What follows belongs to an exercise in optimizing a design on an open flow for small area; a production flow would make more cautious choices.
In this exercise RTL edits were held to simulation tests only and were not proved equivalent to the original.
Power is estimated from default activity; no workload was simulated.

== run A ==
==> flow/design.v (excerpt) <==
module drv_spi_transport (
    input  wire         clk,
    input  wire         rst,
    input  wire [7:0]   cmd_valid,
    input  wire [191:0] cmd_data,
    output wire [7:0]   cmd_ready,
    output wire [7:0]   rsp_valid,
    output wire [135:0] rsp_data,
    input  wire [7:0]   rsp_ready,
    output wire         ready,
    output wire         busy,
    output wire         sck,
    output wire         mosi,
    output wire         cs_n,
    input  wire         miso
);
    localparam [2:0] ST_IDLE  = 3'd0,
                     ST_GAP   = 3'd1,
                     ST_START = 3'd2,
                     ST_CSL   = 3'd3,
                     ST_BITS  = 3'd4,
                     ST_CSH   = 3'd5,
                     ST_DONE  = 3'd6;
    reg  [2:0]  st;
    reg  [4:0]  cu;           
    reg  [3:0]  cb;           
    reg  [3:0]  cp;           
    reg         rdy_r;        
    reg         rd;           
    reg         pr;           
    reg  [2:0]  owner;        
    reg         s1, s2;       
    reg         mosi_r;
    reg  [7:0]  req_v, rsp_v;
    reg  [15:0] q [0:7];
    wire st_idle  = (st == ST_IDLE);
    wire st_bits  = (st == ST_BITS);
    wire st_done  = (st == ST_DONE);
    assign ready = rdy_r;
    assign busy  = !(st_idle || st == ST_GAP);
    assign cs_n  = !(st_bits || st == ST_CSH);
    assign sck   = st_bits && (cp >= 4'd2) && (cp <= 4'd6);
    assign mosi  = mosi_r;
    wire cu_ge21 = cu[4] & cu[2] & (cu[1] | cu[0]);
  ...
Settings: LEC_CHECK=0, CAP_MARGIN=20, CORE_MARGIN=2, CORE_UTILIZATION=40, GPL_TIMING_DRIVEN=0, SLEW_MARGIN=20; clock period 10.0 ns.
standard.sh (not shown) runs the stock make flow with config.mk's settings and CLKGATE_MAP_FILE= SYNTH_SCRIPT=/design/flow/synth_recipe.tcl, a recipe that flattens the netlist after the stock synthesis.
==> flow/flow/run.sh <==
#!/bin/bash
# Standard ORFS layout (the standard.sh), with these changes:
# - after floorplan, the buffers synthesis inserted are removed (also when
#   placement is not timing driven) and combinational cells are swapped for the smallest cell of
#   the same function (flow/downsize.tcl); later repair steps fix any slew or
#   capacitance violation this leaves;
# - the port buffers use the smallest buffer cell, buf_1, instead of the
#   default clkdlybuf4s50_1;
# - the clock tree uses clkbuf_8 cells and no dummy loads;

set -euo pipefail
export POST_FLOORPLAN_TCL="$PWD/flow/downsize.tcl"
export BUFFER_PORTS_ARGS="-buffer_cell sky130_fd_sc_hd__buf_1"
export CTS_ARGS="-sink_clustering_enable -repair_clock_nets -buf_list sky130_fd_sc_hd__clkbuf_8 -dont_use_dummy_load"
bash standard.sh > standard_flow.log 2>&1
==> flow/flow/downsize.tcl <==
# Remove the buffers that synthesis (abc) inserted; the placement repair
# step buffers the nets that need it.
remove_buffers

# Swap each multi-drive combinational cell for the smallest cell of the same
# function (same name up to the drive-strength suffix). Flip-flops are left
# as synthesis made them. Timing has ample slack at this clock period; the
# later repair steps still fix any slew or capacitance violation.
set n_swapped 0
foreach inst [get_cells *] {
  set master [get_property $inst ref_name]
  if {![regexp {^(sky130_fd_sc_hd__[a-z0-9]+)_([0-9]+)$} $master -> base drv]} { continue }
  if {[regexp {df|dl|sdf|edf|tap|fill|decap|conb|clkbuf|buf} $base]} { continue }
  set best ""
  set best_area 1e9
  foreach lc [get_lib_cells ${base}_*] {
    set name [get_property $lc name]
    if {![regexp "^${base}_\[0-9\]+\$" $name]} { continue }
    set a [get_property $lc area]
    if {$a < $best_area} { set best_area $a; set best $name }
  }
  if {$best ne "" && $best ne $master} {
    replace_cell $inst $best
    incr n_swapped
  }
}
puts "downsize: swapped $n_swapped cells"
Run A completed end to end with timing, DRC and antenna clean.
The following lists how run B was set up differently from run A:
Settings: changing CORE_UTILIZATION from 40 to 45.
--- a/flow/flow/run.sh
+++ b/flow/flow/run.sh
@@ -2,4 +2,3 @@
 # Standard ORFS layout (the standard.sh), with these changes:
-# - after floorplan, the buffers synthesis inserted are removed (also when
-#   placement is not timing driven) and combinational cells are swapped for the smallest cell of
+# - after floorplan, combinational cells are swapped for the smallest cell of
 #   the same function (flow/downsize.tcl); later repair steps fix any slew or
--- a/flow/flow/downsize.tcl
+++ b/flow/flow/downsize.tcl
@@ -1,5 +1 @@
-# Remove the buffers that synthesis (abc) inserted; the placement repair
-# step buffers the nets that need it.
-remove_buffers
-
 # Swap each multi-drive combinational cell for the smallest cell of the same
[summary]
- The final reports for run B and run A show setup slack lower in the former.
- Compared with run A, run B instantiates a larger number of standard cells.
- Per the comparison of run B with run A, number of tap cells inserted now smaller, share of cell area taken by flip-flops and latches now smaller, count of placed standard cells including taps now larger.
Changes in run C relative to run B:
Settings: CORE_UTILIZATION now 40, was 45.
==> flow/flow/run.sh <==
#!/bin/bash
# Standard ORFS layout (the standard.sh), with these changes:
# - after floorplan, the buffers synthesis inserted are removed (also when
#   placement is not timing driven) and combinational cells are swapped for the smallest cell of
#   the same function (flow/downsize.tcl); later repair steps fix any slew or
#   capacitance violation this leaves;
# - the port buffers use the smallest buffer cell, buf_1, instead of the
#   default clkdlybuf4s50_1;
# - the clock tree uses buf_6 cells (smaller than clkbuf_8, and still within
#   the clock-pin slew limit here) and no dummy loads;

set -euo pipefail
export POST_FLOORPLAN_TCL="$PWD/flow/downsize.tcl"
export BUFFER_PORTS_ARGS="-buffer_cell sky130_fd_sc_hd__buf_1"
export CTS_ARGS="-sink_clustering_enable -repair_clock_nets -buf_list sky130_fd_sc_hd__buf_6 -dont_use_dummy_load"
bash standard.sh > standard_flow.log 2>&1
--- a/flow/flow/downsize.tcl
+++ b/flow/flow/downsize.tcl
@@ -1 +1,5 @@
+# Remove the buffers that synthesis (abc) inserted; the placement repair
+# step buffers the nets that need it.
+remove_buffers
+
 # Swap each multi-drive combinational cell for the smallest cell of the same
Run C: relative contribution of the clock network to total power 0.6 points below run B. In the reports for run B and run C, the larger floorplan die area belongs to run C. Register-to-register slack: higher on run B. [run C vs run B] fmax: higher in run C. Clock latency on the worst-skew pair ended up 0.02 ns lower on run C than on run B. On internal power: between run B and run C, it ends up lower for run C. Lower global-route wire length before repair goes to run C over run B.

==> re-timing with driven ports <==
The results above use ideal ports. As a check the final layouts listed here were re-extracted and re-timed, cells and wires unchanged. Step 1 (the two cells are an assumption about what drives the block):
set clk [get_ports {clk}]
set_driving_cell -lib_cell sky130_fd_sc_hd__clkbuf_16 $clk
set_driving_cell -lib_cell sky130_fd_sc_hd__buf_2 [delete_from_list [all_inputs] $clk]
Step 2 moves the port delays by t, midway between the first and last clock arrival at a register: inputs arrive t later, outputs are due t later. That takes back most of the time a late clock gives input paths. Slacks: no drivers / after step 1 / after step 2; pairs: no drivers / after step 1.
run | shift t [ns] | slack for setup (ns) | worst data-port slew with drivers (ns) | cell pins on the clock port's net
run A | 0.484 | 5.187 / 5.165 / 5.165 | 0.06 | 1
run B | 0.480 | 4.833 / 4.805 / 4.805 | 0.06 | 1
run C | 0.466 | 5.181 / 5.159 / 5.159 | 0.05 | 1
After both steps every run listed still meets setup and hold. The setup slack of run B, which loses most, moves by -0.028 ns with the drivers and by -0.028 ns with both steps.
